Context: an optimization exercise on an open-source flow, tuned for small area and a short achievable clock period. The choices shown serve that exercise and are no tape-out recipe.
Function was not checked in any run shown here: the RTL went through the layout flow alone.
Power is estimated from default activity; no workload was simulated.

==> design/flow/design.v <==
module wfd (
    input  wire        clk,
    input  wire        rst,
    input  wire        start,
    input  wire        s_end,
    input  wire        s_valid,
    input  wire [15:0] s_data,
    input  wire [15:0] cfg_vhigh,
    input  wire [15:0] cfg_vlow,
    input  wire        cfg_reverse,
    input  wire        cfg_invert,
    input  wire        cfg_verbose,
    output wire        s_ready,
    output wire        done,
    output wire        err,
    output wire [1:0]  err_code,
    output wire [2:0]  phase,
    output wire        b_valid,
    output wire [7:0]  b_data,
    output wire        sym_valid,
    output wire        sym,
    output wire [15:0] pre_start,
    output wire [15:0] pre_size,
    output wire [15:0] pre_end,
    output wire [15:0] short_dur,
    output wire [15:0] long_dur,
    output wire [15:0] byte_count,
    output wire        diag_sat,
    output wire        start_seen,
    output wire [2:0]  bitcnt,
    output wire [15:0] run
);
    reg [2:0]  ph_q;
    reg        sr_q, dn_q, er_q;       
    reg [1:0]  ec_q;
    reg [15:0] vhx_q, vlx_q;           
    reg        rev_q, inv_q;
    reg [15:0] pst_q, psz_q, pend_q;
    reg        cal_q;                  
    reg [12:0] q11_q;
    reg [3:0]  r11_q;
    reg [14:0] q3_q;
    reg [1:0]  r3_q;
    reg [15:0] run_q;
    reg        ss_q;
    reg [7:0]  acc_q;
    reg [2:0]  bc_q;
    reg [15:0] bcnt_q;
    reg        dsat_q;
    reg        bv_q, sv_q, sy_q;
    reg [7:0]  bd_q;
    wire        gh, lh, gl;
    wire        pst_max, pst_zero, psz_max, run_nz, cal_bad, emit_b, bcnt_max, sum_ov;
    wire        symbol;
    wire [15:0] pst_i, psz_i, pend_c, run_i, bcnt_i;
    wire [12:0] q11_i;
    wire [3:0]  r11_i;
    wire [14:0] q3_i;
    wire [1:0]  r3_i;
    wire [7:0]  acc_e, bd_e;
    wire [2:0]  bc_e;
    wire        clr, a_pst, a_psz1, a_psz2, a_cal1, a_cal2, a_em, a_ems, a_emb, a_run;
    wire        d_sat1, d_sat2, d_sat3;
    wire [9:0]  pe_hl, pe_h, pe_l, pe_0;    
    wire        en_pst, en_psz, en_cal, en_em, en_ems, en_emb, en_run, run_hi;
    wire        sv_n, bv_n, ss_n, dsat_n;
    wire [9:0]  pe_n;
    wfd_cmp u_cmp (
        .s_data(s_data), .vhx(vhx_q), .vlx(vlx_q), .gh(gh), .lh(lh), .gl(gl)
    );
    wfd_late u_late (
        .gh(gh), .lh(lh), .gl(gl), .clr(clr), .a_pst(a_pst), .a_psz1(a_psz1), .a_psz2(a_psz2),
        .a_cal1(a_cal1), .a_cal2(a_cal2), .a_em(a_em), .a_ems(a_ems), .a_emb(a_emb), .a_run(a_run),
        .d_sat1(d_sat1), .d_sat2(d_sat2), .d_sat3(d_sat3), .emit_b(emit_b),
        .ss(ss_q), .dsat(dsat_q),
        .pe_hl(pe_hl), .pe_h(pe_h), .pe_l(pe_l), .pe_0(pe_0),
        .en_pst(en_pst), .en_psz(en_psz), .en_cal(en_cal), .en_em(en_em), .en_ems(en_ems), .en_emb(en_emb),
        .en_run(en_run), .run_hi(run_hi),
        .sv_n(sv_n), .bv_n(bv_n), .ss_n(ss_n), .dsat_n(dsat_n), .pe_n(pe_n)
    );
    function [16:0] inc16;
        input [15:0] x;
        input        cin;
        reg          c;
        integer      k;
        begin
            c = cin;
            for (k = 0; k < 16; k = k + 1) begin
                inc16[k] = x[k] ^ c;
                c = c & x[k];
            end
            inc16[16] = c;
        end
    endfunction
    function [16:0] add16;
        input [15:0] a, b;
        input        cin;
        reg          c;
        integer      k;
        begin
            c = cin;
            for (k = 0; k < 16; k = k + 1) begin
                add16[k] = a[k] ^ b[k] ^ c;
                c = (a[k] & b[k]) | (c & (a[k] ^ b[k]));
            end
            add16[16] = c;
        end
    endfunction
    wire [16:0] pst_c  = inc16(pst_q, 1'b1);
    wire [16:0] psz_c  = inc16(psz_q, 1'b1);
    wire [16:0] run_c  = inc16(run_q, 1'b1);
    wire [16:0] bcnt_c = inc16(bcnt_q, 1'b1);
    assign pst_max  = pst_c[16];
    assign psz_max  = psz_c[16];
    assign bcnt_max = bcnt_c[16];
    assign pst_zero = ~|pst_q;
    assign run_nz   = |run_q;
    assign cal_bad  = ~|q11_q;                           
    assign pst_i    = pst_c[15:0];
    assign psz_i    = psz_c[15:0];
    wire   r11_w    = (r11_q == 4'd10);
    wire [16:0] q11_c = inc16({3'd0, q11_q}, r11_w);
    assign q11_i    = q11_c[12:0];
    assign r11_i    = r11_w ? 4'd0 : {r11_q[3] | (r11_q[2] & r11_q[1] & r11_q[0]),
                                      r11_q[2] ^ (r11_q[1] & r11_q[0]),
                                      r11_q[1] ^ r11_q[0], ~r11_q[0]};
    wire   r3_w     = r3_q[1];                           
    wire [16:0] q3_c = inc16({1'd0, q3_q}, r3_w);
    assign q3_i     = q3_c[14:0];
    assign r3_i     = {r3_q[0], ~r3_q[1] & ~r3_q[0]};
    wire [16:0] end_sum = add16(pst_q, psz_q, 1'b0);
    assign sum_ov   = end_sum[16];
    assign pend_c   = end_sum[15:0] | {16{end_sum[16]}};
    assign run_i    = run_c[15:0] | {16{run_c[16]}};   
    wire [16:0] run4lo = add16({run_q[13:0], 2'b00}, run_q, 1'b0);    
    wire [2:0]  run5hi = {1'b0, run_q[15:14]} + {2'b00, run4lo[16]};
    wire [16:0] run5r  = add16(run4lo[15:0], {14'd0, r3_q}, 1'b0);
    wire        hi_nz  = |run5hi | run5r[16];
    wire [16:0] diff   = add16(run5r[15:0], ~psz_q, 1'b1);
    wire   is_short = ~hi_nz & ~diff[16];
    assign symbol   = ~(is_short ^ rev_q);
    wire   full     = &bc_q;
    assign emit_b   = ss_q & full;
    wire [7:0] acc_s = {acc_q[6:0], symbol};
    wire [7:0] acc_r = {acc_s[0], acc_s[1], acc_s[2], acc_s[3],
                        acc_s[4], acc_s[5], acc_s[6], acc_s[7]};
    assign acc_e    = acc_s;
    assign bd_e     = inv_q ? acc_r : acc_s;
    assign bc_e     = {bc_q[2] ^ (bc_q[1] & bc_q[0]), bc_q[1] ^ bc_q[0], ~bc_q[0]};
    assign bcnt_i   = bcnt_c[15:0] | {16{bcnt_c[16]}};
    wfd_early u_early (
        .rst(rst), .start(start), .s_end(s_end), .s_valid(s_valid),
        .ph(ph_q), .ec(ec_q), .ss(ss_q),
        .pst_max(pst_max), .pst_zero(pst_zero), .psz_max(psz_max), .run_nz(run_nz),
        .cal_bad(cal_bad), .emit_b(emit_b), .bcnt_max(bcnt_max), .sum_ov(sum_ov),
        .clr(clr), .a_pst(a_pst), .a_psz1(a_psz1), .a_psz2(a_psz2),
        .a_cal1(a_cal1), .a_cal2(a_cal2), .a_em(a_em), .a_ems(a_ems), .a_emb(a_emb),
        .a_run(a_run), .d_sat1(d_sat1), .d_sat2(d_sat2), .d_sat3(d_sat3),
        .pe_hl(pe_hl), .pe_h(pe_h), .pe_l(pe_l), .pe_0(pe_0)
    );
    always @(posedge clk) begin
        {ph_q, ec_q, sr_q, dn_q, er_q} <= pe_n;
        sv_q   <= sv_n;
        bv_q   <= bv_n;
        ss_q   <= ss_n;
        dsat_q <= dsat_n;
        if (en_pst) pst_q <= clr ? 16'd0 : pst_i;
        if (en_psz) begin
            psz_q <= clr ? 16'd0 : psz_i;
            q11_q <= clr ? 13'd0 : q11_i;
            r11_q <= clr ? 4'd0  : r11_i;
            q3_q  <= clr ? 15'd0 : q3_i;
            r3_q  <= clr ? 2'd0  : r3_i;
        end
        if (en_cal) begin
            pend_q <= clr ? 16'd0 : pend_c;
            cal_q  <= ~clr;
        end
        if (en_run) run_q <= run_hi ? run_i : 16'd0;
        if (en_em)  sy_q <= ~clr & symbol;
        if (en_ems) begin
            acc_q  <= clr ? 8'd0 : acc_e;
            bc_q   <= clr ? 3'd0 : bc_e;
        end
        if (en_emb) begin
            bd_q   <= clr ? 8'd0 : bd_e;
            bcnt_q <= clr ? 16'd0 : bcnt_i;
        end
        if (start) begin
            vhx_q <= {~cfg_vhigh[15], cfg_vhigh[14:0]};
            vlx_q <= {~cfg_vlow[15], cfg_vlow[14:0]};
            rev_q <= cfg_reverse;
            inv_q <= cfg_invert;
        end
    end
    assign s_ready    = sr_q;
    assign done       = dn_q;
    assign err        = er_q;
    assign err_code   = ec_q;
    assign phase      = ph_q;
    assign b_valid    = bv_q;
    assign b_data     = bd_q;
    assign sym_valid  = sv_q;
    assign sym        = sy_q;
    assign pre_start  = pst_q;
    assign pre_size   = psz_q;
    assign pre_end    = pend_q;
    assign short_dur  = {3'd0, q11_q & {13{cal_q}}};
    assign long_dur   = {1'd0, q3_q & {15{cal_q}}};
    assign byte_count = bcnt_q;
    assign diag_sat   = dsat_q;
    assign start_seen = ss_q;
    assign bitcnt     = bc_q;
    assign run        = run_q;
endmodule
module wfd_early (
    input  wire       rst, start, s_end, s_valid,
    input  wire [2:0] ph,
    input  wire [1:0] ec,
    input  wire       ss,
    input  wire       pst_max, pst_zero, psz_max, run_nz, cal_bad, emit_b, bcnt_max, sum_ov,
    output wire       clr,
    output wire       a_pst, a_psz1, a_psz2, a_cal1, a_cal2, a_em, a_ems, a_emb, a_run,
    output wire       d_sat1, d_sat2, d_sat3,
    output wire [9:0] pe_hl, pe_h, pe_l, pe_0
);
    localparam [2:0] IDLE = 3'd0, PH1 = 3'd1, PH2 = 3'd2, PH3 = 3'd3,
                     DONE = 3'd4, ERR = 3'd5;
    localparam [1:0] E_NONE = 2'd0, E_CAL = 2'd1, E_INPUT = 2'd2, E_RANGE = 2'd3;
    wire   p1 = (ph == PH1);
    wire   p2 = (ph == PH2);
    wire   p3 = (ph == PH3);
    assign clr = rst | start;
    wire   v  = s_valid & ~clr;
    assign a_pst  = v & p1 & ~pst_max;      
    assign a_psz1 = v & p1;                 
    assign a_psz2 = v & p2 & ~psz_max;      
    assign a_cal1 = v & p1;                 
    assign a_cal2 = v & p2;                 
    assign a_em   = v & p3 & run_nz;        
    assign a_ems  = a_em & ss;             
    assign a_emb  = a_em & emit_b;          
    assign a_run  = v & p3;
    assign d_sat1 = v & p1 & pst_max;       
    assign d_sat2 = sum_ov;                 
    assign d_sat3 = emit_b & bcnt_max;      
    function [9:0] nxt;
        input h, l;
        reg [2:0] pn;
        reg [1:0] en;
        reg       do2;
        begin
            pn  = ph;
            en  = ec;
            do2 = v & (p2 | (p1 & ~h));
            if (v & p1 & h) begin
                pn = PH1;
            end else if (do2) begin
                if (l) begin
                    if (psz_max) begin
                        pn = ERR;
                        en = E_RANGE;
                    end else begin
                        pn = PH2;
                    end
                end else if (cal_bad) begin
                    pn = ERR;
                    en = E_CAL;
                end else begin
                    pn = PH3;
                end
            end
            if (s_end) begin
                case (pn)
                    PH1: begin
                        pn = ERR;
                        en = (pst_zero && !(v & p1 & h)) ? E_INPUT : E_CAL;
                    end
                    PH2: begin
                        pn = ERR;
                        en = E_CAL;
                    end
                    PH3: pn = DONE;
                    default: ;
                endcase
            end
            if (rst) begin
                pn = IDLE;
                en = E_NONE;
            end else if (start) begin
                pn = PH1;
                en = E_NONE;
            end
            nxt = {pn, en, (pn == PH1) | (pn == PH2) | (pn == PH3), pn == DONE, pn == ERR};
        end
    endfunction
    assign pe_hl = nxt(1'b1, 1'b1);
    assign pe_h  = nxt(1'b1, 1'b0);
    assign pe_l  = nxt(1'b0, 1'b1);
    assign pe_0  = nxt(1'b0, 1'b0);
endmodule
module wfd_cmp (
    input  wire [15:0] s_data,
    input  wire [15:0] vhx,
    input  wire [15:0] vlx,
    output wire        gh,
    output wire        lh,
    output wire        gl
);
    wire [15:0] sx = {~s_data[15], s_data[14:0]};
    wire        ll;
    wfd_cmp16 u_h (.a(sx), .b(vhx), .g(gh), .l(lh));
    wfd_cmp16 u_l (.a(sx), .b(vlx), .g(gl), .l(ll));
endmodule
module wfd_cmp16 (
    input  wire [15:0] a,
    input  wire [15:0] b,
    output wire        g,
    output wire        l
);
    wire [3:0] g4, l4;
    wfd_cmp4 u0 (.a(a[3:0]),   .b(b[3:0]),   .g(g4[0]), .l(l4[0]));
    wfd_cmp4 u1 (.a(a[7:4]),   .b(b[7:4]),   .g(g4[1]), .l(l4[1]));
    wfd_cmp4 u2 (.a(a[11:8]),  .b(b[11:8]),  .g(g4[2]), .l(l4[2]));
    wfd_cmp4 u3 (.a(a[15:12]), .b(b[15:12]), .g(g4[3]), .l(l4[3]));
    wfd_cmb4 u4 (.gi(g4), .li(l4), .g(g), .l(l));
endmodule
module wfd_cmp4 (
    input  wire [3:0] a,
    input  wire [3:0] b,
    output wire       g,
    output wire       l
);
    wire [3:0] gi = a & ~b;
    wire [3:0] li = ~a & b;
    wfd_cmb4 u (.gi(gi), .li(li), .g(g), .l(l));
endmodule
module wfd_cmb4 (
    input  wire [3:0] gi,
    input  wire [3:0] li,
    output wire       g,
    output wire       l
);
    assign g = gi[3] | (~li[3] & (gi[2] | (~li[2] & (gi[1] | (~li[1] & gi[0])))));
    assign l = li[3] | (~gi[3] & (li[2] | (~gi[2] & (li[1] | (~gi[1] & li[0])))));
endmodule
module wfd_late (
    input  wire       gh, lh, gl, clr,
    input  wire       a_pst, a_psz1, a_psz2, a_cal1, a_cal2, a_em, a_ems, a_emb, a_run,
    input  wire       d_sat1, d_sat2, d_sat3, emit_b, ss, dsat,
    input  wire [9:0] pe_hl, pe_h, pe_l, pe_0,
    output wire       en_pst, en_psz, en_cal, en_em, en_ems, en_emb, en_run, run_hi,
    output wire       sv_n, bv_n, ss_n, dsat_n,
    output wire [9:0] pe_n
);
    wire e_pst = a_pst & ~lh;
    wire e_psz = ~gl & (a_psz2 | (a_psz1 & lh));
    wire e_cal = gl & (a_cal2 | (a_cal1 & lh));
    wire e_em  = a_em & ~gh;
    assign en_pst = e_pst | clr;
    assign en_psz = e_psz | clr;
    assign en_cal = e_cal | clr;
    assign en_em  = e_em | clr;
    assign en_ems = (a_ems & ~gh) | clr;
    assign en_emb = (a_emb & ~gh) | clr;
    assign en_run = a_run | clr;
    assign run_hi = gh & ~clr;
    assign sv_n   = e_em;
    assign bv_n   = e_em & emit_b;
    assign ss_n   = ~clr & (ss | e_em);
    assign dsat_n = ~clr & (dsat | (d_sat1 & ~lh) | (d_sat2 & e_cal) | (d_sat3 & e_em));
    assign pe_n   = lh ? (gl ? pe_0 : pe_l) : (gl ? pe_h : pe_hl);
endmodule
==> design/flow/flow/run.sh <==
#!/bin/bash
# Standard layout (the standard.sh) with these changes to how it is made:
# - plain buf_2 cells on the input and output ports, instead of the default
#   delay buffers;
# - no mapping of adders to full/half-adder cells before ABC (ADDER_MAP_FILE
#   empty), so ABC maps all of the logic;
# - timing repair that aims for more setup slack than the clock period needs
#   (flow/margin.txt, ns), so that the layout reaches a shorter period.
set -o pipefail
MARGIN=$(cat flow/margin.txt 2>/dev/null || echo 8)
EXTRA=$(cat flow/extra.txt 2>/dev/null || true)
echo 'export BUFFER_PORTS_ARGS = -buffer_cell sky130_fd_sc_hd__buf_2' >> config.mk
bash standard.sh ADDER_MAP_FILE= SETUP_SLACK_MARGIN=$MARGIN $EXTRA finish > standard.log 2>&1
==> design/flow/flow/margin.txt <==
8.0
==> design/flow/standard.sh <==
#!/bin/bash
# synth_recipe.tcl (not shown) runs the flow's synth.tcl, then flattens the netlist and writes it again
# the make line also repeats each setting of config.mk as NAME=value (left out here)
make -C /OpenROAD-flow-scripts/flow DESIGN_CONFIG=/design/flow/config.mk WORK_HOME=/design/flow/orfs CLKGATE_MAP_FILE= SYNTH_SCRIPT=/design/flow/synth_recipe.tcl "${@:-finish}"
==> design/flow/config.mk <==
export PLATFORM = sky130hd
export DESIGN_NAME = wfd
export DESIGN_NICKNAME = wfd
export VERILOG_FILES = /design/flow/design.v
export SDC_FILE = /design/flow/constraint.sdc
export NUM_CORES = 4
export LEC_CHECK = 0
export ABC_AREA = 1
export CAP_MARGIN = 20
export CORE_MARGIN = 2
export CORE_UTILIZATION = 55
export CTS_BUF_LIST = sky130_fd_sc_hd__clkbuf_8
export SLEW_MARGIN = 20
export SYNTH_HIERARCHICAL = 1
export BUFFER_PORTS_ARGS = -buffer_cell sky130_fd_sc_hd__buf_2
==> design/flow/constraint.sdc <==
create_clock -name core_clock -period 12.0 [get_ports {clk}]
set_input_delay 2.4000 -clock core_clock [delete_from_list [all_inputs] [get_ports {clk}]]
set_output_delay 2.4000 -clock core_clock [all_outputs]
set_load 0.01 [all_outputs]
==> results.yml, run 1 <==
synth:
  synthCells: 1628
  synth.avg_cell_area_um2: 7.258
  synthesis.area_mm2: 0.01182
  synth_warnings: 8
setup_path:
  worstSetupPathType: "input pin to flip-flop"
  worst_setup_path_start_kind: "input pin"
  rrSetupSlack_ns: 8.23
  slowest_delay_ns: 0.40
  arrival_ns: 4.18
  path_max_fanout: 48
  cp.required_ns: 12.21
  end_kind: "flip-flop"
  cp_slowest_cell: "buf_8"
  path_cells: "buf_2 > inv_1 > nand2_2 > buf_8 > clkinvlp_4 > buf_4 > o21ai_4 > buf_12 > clkbuf_16"
sta:
  rsz0062_at_grt: "true"
  worstMarginPinSlew_ns: 0.9353
  slew_viol_final: 0
  setup-violations-final: 0
  fmax_ghz: 0.2517
  fin_skew_ns: 0.03010
  min_period_ns: 3.972
  post-route-period-util: 0.3310
  fin_setup_tns_ns: 0
  hold_viol: 0
  slew-limit-headroom: 0.3707
cts:
  clk_pin_slew_worst_paths_ns: 0.11
  cts_root_buf: "clkbuf_8"
  cts.sinks: 180
  clkLatencyLatePin_ns: 0.49
  clockBufferDepth: 2
  cts-htree-levels: 4
  cts-hold-fix-buffers: 0
  numCtsBuffers: 17
  cts_tree: "done"
grt:
  antenna_found_initial: 2
  grt.total_usage: 0.2386
  grt_pass1_wl_mm: 43.28
  grt_max_degree: 49
  globalRouteOverflowTotal: 0
  grt_pass1_vias: 9425
cells_and_area:
  area.growth.synth_to_final_pct: 18.32
  fin_nets: 1905
  fin_cells: 2138
  final_common_cell: "nand2_1"
  final_cell_mix: "nand2_1, inv_1, nor2_1, buf_2, edfxtp_1"
  drive_gt1_frac: 0.2422
  finalCoreUtilization: 0.6651
  final_area_mm2: 0.01398
detailed_routing:
  drt-met1-wl_mm: 12.17
  routed.top_layer: "met5"
  wl_mm: 27.72
  drtIter0Drc: 552
  postRouteAntennaNets: 0
  vias_per_cell: 4.901
  wl_met2_mm: 13.59
  drc: 0
  wl_per_cell_um: 12.97
  num_vias: 10479
  wl_met3_mm: 1.457
  drtPass1Iterations: 7
placement:
  io_buffers: 186
  dp_hpwl_mm: 19.76
  dpl.cell_count: 2064
  postPlaceCellArea_mm2: 0.01294
  gp_congestion: 0.8890
outcome:
  status: "complete, no violations"
floorplanning:
  dieWidth_um: 150.6
  start_util: 0.5621
  io_pins: 192
  core_region_area_mm2: 0.02102
  dieArea_mm2: 0.02267
  row_count: 53
  die_h_um: 150.6
power:
  p_total_mw: 1.629
  irDropWorstVdd_mv: 0.07177
  power_density_mw_per_mm2: 116.5
  leakage_nw: 7.462
run:
  max_cap_violations: 0
hold_path:
  holdCritPathClass: "flip-flop to flip-flop"
[per-layer routing]
layer / GRT usage / up-vias
li1: - / 5483
met5: 0 / -
met4: 0.06589 / 2
met2: 0.4243 / 241
met1: 0.3009 / 4715
met3: 0.03848 / 38
[registers in the layout (all words and copies together), names as in the netlist, 3 cells and up]
register,count
acc_q,7
q3_q,15
bcnt_q,16
vlx_q,16
r11_q,4
vhx_q,16
psz_q,16
ph_q,3
run_q,16
pst_q,16
pend_q,16
q11_q,13
bc_q,3
bd_q,8
[area by class of cell]
type,count,area [um^2]
Fill cell,1862,7041
Sequential cell,180,5285
Multi-Input combinational cell,1048,5144
Inverter,374,1426
Timing Repair Buffer,227,1331
Tap cell,275,344.1
Clock buffer,17,234.0
Clock inverter,15,206.4
Timing Repair inverter,1,7.507
Antenna cell,1,2.502
[critical path: cells and delay by family]
| family | cells | cell delay [ns] |
|---|---|---|
| compound gates | 1 | 0.10 |
| buf+inv | 7 | 1.31 |
| simple gates | 1 | 0.33 |
[stage by stage]
stage	hold WS, ns	setup WS [ns]
3_3_place_gp	0.5104	6.838
6_report	0.5537	8.028
5_1_grt	0.5826	7.900
2_1_floorplan	0.5204	7.517
3_5_place_dp	0.5406	6.800
4_1_cts	0.5602	7.981
[where the power goes]
group          total, mW  switching [mW]  internal [mW]
registers          0.788          0.0453          0.743
clock network      0.445           0.264          0.181
logic              0.395           0.254          0.141
total               1.63           0.564           1.07
[final timing paths]
check           start  endpoint  depth (start not counted)
min              ss_q      ss_q                          2
max reg2reg  psz_q[2]      er_q                         31
min reg2reg      ss_q      ss_q                          2
max               rst  q3_q[13]                          9
[what timing repair did]
item	4_1_cts	5_1_grt
setup buffers	7	27
gates resized for setup	16	56
cloned	1	6
endpoints found under the setup margin	221	142
pin swaps	3	23
==> run 2, diff against run 1 <==
--- a/design/flow/config.mk
+++ b/design/flow/config.mk
@@ -11,3 +11,3 @@
 export CORE_UTILIZATION = 55
-export CTS_BUF_LIST = sky130_fd_sc_hd__clkbuf_8
+export CTS_BUF_LIST = sky130_fd_sc_hd__clkbuf_4 sky130_fd_sc_hd__clkbuf_8
 export SLEW_MARGIN = 20
==> run 2 against run 1 <==
Against the previous run:
- highest routed layer unchanged
- still clean on timing, DRC and antenna
- final cell count stayed put
- area after synthesis did not move
- total power stayed put
- global-route usage unchanged
- fmax stayed put
- via count is the same
- count of clock-buffer cells in the layout stayed put
- largest power group unchanged
==> results.yml, run 2 <==
power:
  power_frac_clock: 0.273
  power.switching_mw: 0.5637
  irDropWorstVdd_mv: 0.07177
  leakage_nw: 7.462
  pwr-share-comb: 0.243
  swShare: 0.3460
  power_density_mw_per_mm2: 116.5
  p_int_mw: 1.065
  power_frac_seq: 0.484
setup_path:
  worst_setup_path_start_kind: "input pin"
  end_kind: "flip-flop"
  worstSetupPathType: "input pin to flip-flop"
  path_max_fanout: 48
  arrival_ns: 4.18
  cp.required_ns: 12.21
cells_and_area:
  fin_nets: 1905
  final_cell_mix: "nand2_1, inv_1, nor2_1, buf_2, edfxtp_1"
  drive_gt1_frac: 0.2422
  final_common_cell: "nand2_1"
  fillers: 1862
  area.growth.synth_to_final_pct: 18.32
sta:
  fmax_ghz: 0.2517
  finalHoldWorstSlack_ns: 0.5537
  worstMarginPinSlew_ns: 0.9353
  slew-limit-headroom: 0.3707
  fin_skew_ns: 0.03010
  setup-violations-final: 0
  slew_viol_final: 0
  post-route-period-util: 0.3310
  min_period_ns: 3.972
  fin_setup_tns_ns: 0
  hold_viol: 0
  rsz0062_at_grt: "true"
detailed_routing:
  num_vias: 10479
  drtIter0Drc: 552
  postRouteAntennaNets: 0
  vias_per_cell: 4.901
  wl_mm: 27.72
  drtPass1Iterations: 7
  wl_per_cell_um: 12.97
  drc: 0
cts:
  clkLatencyLatePin_ns: 0.49
  clockBufferDepth: 2
  cts-htree-levels: 4
  cts.sinks: 180
  cts_tree: "done"
  clk_pin_slew_worst_paths_ns: 0.11
  cts-hold-fix-buffers: 0
  numCtsBuffers: 17
  cts_root_buf: "clkbuf_8"
floorplanning:
  die_h_um: 150.6
  dieArea_mm2: 0.02267
  dieWidth_um: 150.6
  core_region_area_mm2: 0.02102
  io_pins: 192
  row_count: 53
  start_util: 0.5621
placement:
  dp_hpwl_mm: 19.76
  io_buffers: 186
  gp_congestion: 0.8890
grt:
  globalRouteOverflowTotal: 0
  grt.total_usage: 0.2386
  grt_max_degree: 49
  antenna_found_initial: 2
  grt_pass1_vias: 9425
  grt_pass1_wl_mm: 43.28
synth:
  synthesis.area_mm2: 0.01182
  synthCells: 1628
  synth_warnings: 8
  synth.avg_cell_area_um2: 7.258
run:
  max_cap_violations: 0
hold_path:
  holdCritPathClass: "flip-flop to flip-flop"
outcome:
  status: "complete, no violations"
==> run 2: power by group through the flow <==
| stage | Combinational, mW | Sequential [mW] | Clock (mW) |
|---|---|---|---|
| finish | 0.395 | 0.788 | 0.445 |
| global route | 0.448 | 0.796 | 0.479 |
| CTS | 0.371 | 0.788 | 0.456 |
| detailed placement | 0.360 | 0.806 | 0 |
| global placement | 0.358 | 0.805 | 0 |
| floorplan | 0.253 | 0.807 | 0 |
==> run 2: metrics by stage <==
stage	cells	area, um^2	total power, mW	setup WS, ns	util
finish	2138	13980	1.629	8.028	0.6651
global route	2138	13980	1.723	7.900	0.6651
CTS	2104	13500	1.615	7.981	0.6422
detailed placement	2064	12940	1.166	6.800	0.6157
global placement	2064	12940	1.163	6.838	0.6157
floorplan	1631	11870	1.061	7.517	-
==> run 2: worst paths after layout <==
check	cells past startpoint	slack, ns	from	to
max	9	8.03	rst	q3_q[13]
max reg2reg	31	8.23	psz_q[2]	er_q
min reg2reg	2	0.55	ss_q	ss_q
min	2	0.55	ss_q	ss_q
==> run 2: critical path: stages <==
cell	delay, ns
buf_2	0.12
inv_1	0.11
nand2_2	0.33
buf_8	0.40
clkinvlp_4	0.15
buf_4	0.21
o21ai_4	0.10
buf_12	0.16
clkbuf_16	0.16
==> run 2: routing by layer <==
metal / part of all wire / track usage / vias up
met5: 0.00032 / 0 / -
met4: 0.018 / 0.06589 / 2
met3: 0.053 / 0.03848 / 38
met2: 0.49 / 0.4243 / 241
met1: 0.44 / 0.3009 / 4715
li1: - / - / 5483
==> run 2: cell type report <==
type                       instances  area [um^2]  area share
timing repair inverter             1        7.507   0.0005370
clock inverter                    15        206.4     0.01477
antenna                            1        2.502   0.0001790
sequential                       180         5285      0.3780
clock buffer                      17        234.0     0.01674
multi-input combinational       1048         5144      0.3679
timing repair buffer             227         1331     0.09522
tap                              275        344.1     0.02461
inverter                         374         1426      0.1020
==> run 2: repair_timing <==
| item | 4_1_cts | 5_1_grt |
|---|---|---|
| pin swaps | 3 | 23 |
| endpoints found under the setup margin | 221 | 142 |
| hold endpoints to repair | 0 | 0 |
| setup buffers | 7 | 27 |
| gates resized for setup | 16 | 56 |
| gates cloned | 1 | 6 |
==> run 3, diff against run 2 <==
==> design/flow/flow/run.sh (replaced) <==
#!/bin/bash
# Standard layout (the standard.sh) with these changes to how it is made:
# - synthesis is the standard flow's script, except that its final ABC mapping runs
#   flow/abc.script (an area-recovering mapping) instead of ORFS's script,
#   and adders are left to ABC (ADDER_MAP_FILE empty);
# - plain buf_2 cells on the input and output ports, instead of the default
#   delay buffers;
# - timing repair that aims for more setup slack than the clock period needs
#   (flow/margin.txt, ns), so that the layout reaches a shorter period.
# Each tool's output goes to the ORFS logs; make's output to standard.log.
set -o pipefail
W=$PWD
MARGIN=$(cat flow/margin.txt 2>/dev/null || echo 8)
echo 'export BUFFER_PORTS_ARGS = -buffer_cell sky130_fd_sc_hd__buf_2' >> config.mk
{
  head -n 1 synth_recipe.tcl
  cat <<EOT
proc abc {args} {
  set i [lsearch -exact \$args -script]
  if {\$i >= 0} {
    set args [lreplace \$args \$i [expr {\$i + 1}] -script $W/flow/abc.script]
  }
  yosys abc {*}\$args
}
EOT
  tail -n +2 synth_recipe.tcl
} > flow_synth.tcl
bash standard.sh SYNTH_SCRIPT=$W/flow_synth.tcl ADDER_MAP_FILE= SETUP_SLACK_MARGIN=$MARGIN finish > standard.log 2>&1
==> design/flow/flow/abc.script (new file) <==
&get -n
&st
&dch
&nf
&put
topo
stime -c
buffer -c
upsize -c
dnsize -c
--- a/design/flow/config.mk
+++ b/design/flow/config.mk
@@ -10,4 +10,3 @@
 export CORE_MARGIN = 2
-export CORE_UTILIZATION = 55
-export CTS_BUF_LIST = sky130_fd_sc_hd__clkbuf_4 sky130_fd_sc_hd__clkbuf_8
+export CORE_UTILIZATION = 40
 export SLEW_MARGIN = 20
==> run 3 against run 2 <==
Against the previous run:
- setup slack got worse by 1.8 ns
- non-clock buffer count grew 69
- count of clock-buffer cells in the layout unchanged
- core utilization is 12 points lower
- clock power rose by about 30%
- sequential power is 2% higher
- synthesized cell count shrank 37%
- critical path depth up 9
- global-route usage shrank 3.9 points
==> results.yml, run 3 <==
outcome:
  status: "complete, no violations"
detailed_routing:
  num_vias: 8717
  postRouteAntennaNets: 0
  drtPass1Iterations: 5
  wl_per_cell_um: 17.95
  drc: 0
  vias_per_cell: 5.277
  drtIter0Drc: 658
  wl_mm: 29.65
floorplanning:
  core_region_area_mm2: 0.02695
  dieArea_mm2: 0.02885
  row_count: 60
  io_pins: 192
  dieWidth_um: 169.9
  die_h_um: 169.9
  start_util: 0.4083
setup_path:
  r2r_start: "pst_q[1]"
  cp.required_ns: 12.18
  end_kind: "flip-flop"
  worst_setup_path_start_kind: "flip-flop"
  worst-path-stages: 18
  cp_slowest_cell: "edfxtp_1"
  rr_endpoint: "pend_q[4]"
  crit_buf_inv: 0
  rrSetupSlack_ns: 6.25
  slowest_delay_ns: 0.55
  cp_common_cell: "maj3_2"
  path_cells: "xnor2_4 > o21ai_2 > maj3_2 > maj3_2 > maj3_2 > maj3_2 > maj3_2 > maj3_2 > maj3_2 > maj3_2 > maj3_2 > maj3_2 > maj3_2 > maj3_2 > maj3_2 > a21o_4 > o21ai_4 > a21oi_1"
  startpoint: "pst_q[1]"
  cp_top_family: "adder cells"
  r2r_cells: 18
  worstSetupEndpoint: "pend_q[4]"
  worstSetupPathType: "flip-flop to flip-flop"
  path_max_fanout: 8
  arrival_ns: 5.93
sta:
  fmax_ghz: 0.1739
  fin_skew_ns: 0.01643
  slew_viol_final: 0
  rsz0062_at_grt: "true"
  setup-violations-final: 0
  fin_setup_tns_ns: 0
  worstMarginPinSlew_ns: 0.8219
  post-route-period-util: 0.4793
  min_period_ns: 5.752
  slew-limit-headroom: 0.4505
  hold_viol: 0
cts:
  cts_tree: "done"
  cts_root_buf: "clkbuf_16"
  clockBufferDepth: 2
  cts.sinks: 180
  cts-htree-levels: 4
  clk_pin_slew_worst_paths_ns: 0.09
  clkLatencyLatePin_ns: 0.44
  cts-hold-fix-buffers: 0
  numCtsBuffers: 17
cells_and_area:
  finalCoreUtilization: 0.5416
  drive_gt1_frac: 0.4511
  final_common_cell: "buf_2"
  fin_nets: 1353
  final_cell_mix: "buf_2, edfxtp_1, a21oi_1, nor2_1, and2b_2"
  area.growth.synth_to_final_pct: 32.64
power:
  p_total_mw: 1.794
  irDropWorstVdd_mv: 0.1011
  leakage_nw: 6.233
  power_density_mw_per_mm2: 122.9
grt:
  globalRouteOverflowTotal: 0
  grt_max_degree: 83
  grt_pass1_wl_mm: 44.94
  grt_pass1_vias: 8253
  antenna_found_initial: 1
  grt.total_usage: 0.2000
placement:
  io_buffers: 186
  dp_hpwl_mm: 18.06
  gp_congestion: 0.8664
run:
  max_cap_violations: 0
synth:
  synthCells: 1033
  synthesis.area_mm2: 0.01100
  synth_warnings: 8
  synth.avg_cell_area_um2: 10.65
hold_path:
  holdCritPathClass: "flip-flop to flip-flop"
  hold_depth: 2
  holdCritStartpoint: "ss_q"
-- run 3: cell types whose count changed in the layout (fill, tap and decap cells not counted), moves of 27 or more --
cell | before | now
and2_1 | 3 | 47
and2b_2 | 0 | 63
nor2_1 | 227 | 67
nand3_1 | 67 | 9
nand2_1 | 393 | 39
and3_1 | 1 | 30
buf_4 | 33 | 61
xnor2_1 | 5 | 50
maj3_2 | 0 | 37
nand2_2 | 53 | 0
inv_1 | 335 | 27
inv_2 | 33 | 6
-- run 3: worst min-delay path by stage --
stage	endpoint	slack, ns
after CTS	ss_q	0.56
after global placement	ss_q	0.54
after detailed placement	ss_q	0.56
after global routing	ss_q	0.60
final	ss_q	0.58
after floorplan	ss_q	0.52
-- run 3: final cells by class --
| class | count | area, um^2 |
|---|---|---|
| fillers | 2391 | 12350 |
| multi-input cells | 766 | 5842 |
| flip-flops and latches | 180 | 5285 |
| repair buffers | 296 | 2293 |
| well taps | 341 | 426.7 |
| clock buffers | 17 | 425.4 |
| clock inverters | 15 | 176.4 |
| inverters | 36 | 145.1 |
| diodes | 1 | 2.502 |
-- run 3: repair_timing --
action / 4_1_cts / 5_1_grt
gates resized for setup: 91 / 75
pin swaps: 34 / 37
endpoints found under the setup margin: 284 / 216
gates cloned: 12 / 6
hold endpoints to repair: 0 / 0
buffers inserted: 69 / 22
-- run 3: routing by layer --
metal	routed length [um]	GRT usage	vias up	share of wire
met5	0	0	-	0
met3	1779	0.04163	32	0.060
li1	-	-	4267	-
met2	14020	0.3326	247	0.47
met1	13210	0.2627	4171	0.45
met4	638	0.06206	0	0.022
-- run 3: metrics by stage --
| stage | area (um^2) | hold WS (ns) | setup slack, ns | std cells |
|---|---|---|---|---|
| global route | 14600 | 0.6002 | 6.145 | 1652 |
| finish | 14600 | 0.5758 | 6.248 | 1652 |
| floorplan | 11110 | 0.5193 | 6.199 | 1036 |
| global placement | 12200 | 0.5372 | 6.007 | 1510 |
| detailed placement | 12200 | 0.5582 | 5.957 | 1510 |
| CTS | 14040 | 0.5648 | 6.275 | 1623 |
-- run 3: report_power, final --
group | switching [mW] | internal, mW
Sequential | 0.0584 | 0.744
Combinational | 0.199 | 0.214
Clock | 0.294 | 0.284
Total | 0.552 | 1.24
-- run 3: worst min-delay path, cell delays in order (launching register included) --
cell and delay [ns]:
dfxtp_1 0.38, nor2_4 0.13, nor2_2 0.03

afterwards: timing with drivers on the ports:
In the flow no input, the clock included, has a driving cell. The finished layouts below were timed again as built, in two steps. Step 1: set_driving_cell puts a clkbuf_16 on clk and a buf_2 on each other input, an assumption about the parent block. Step 2 also shifts input and output timing later by t, the mid clock arrival at the registers, as if the neighbouring blocks saw the same clock. Slacks: no drivers / after step 1 / after step 2; pairs: no drivers / after step 1.
run	t (ns)	setup WS [ns]	hold slack, ns	slew at the worst register clock pin (ns)	worst data-port slew with drivers (ns)
run 1	0.517	8.028 / 8.047 / 7.530	0.554 / 0.554 / 0.554	0.13 / 0.13	0.07
run 2	0.517	8.028 / 8.047 / 7.530	0.554 / 0.554 / 0.554	0.13 / 0.13	0.07
run 3	0.481	6.248 / 6.248 / 6.248	0.576 / 0.576 / 0.576	0.09 / 0.09	0.07
After both steps setup and hold are still met in every run listed.
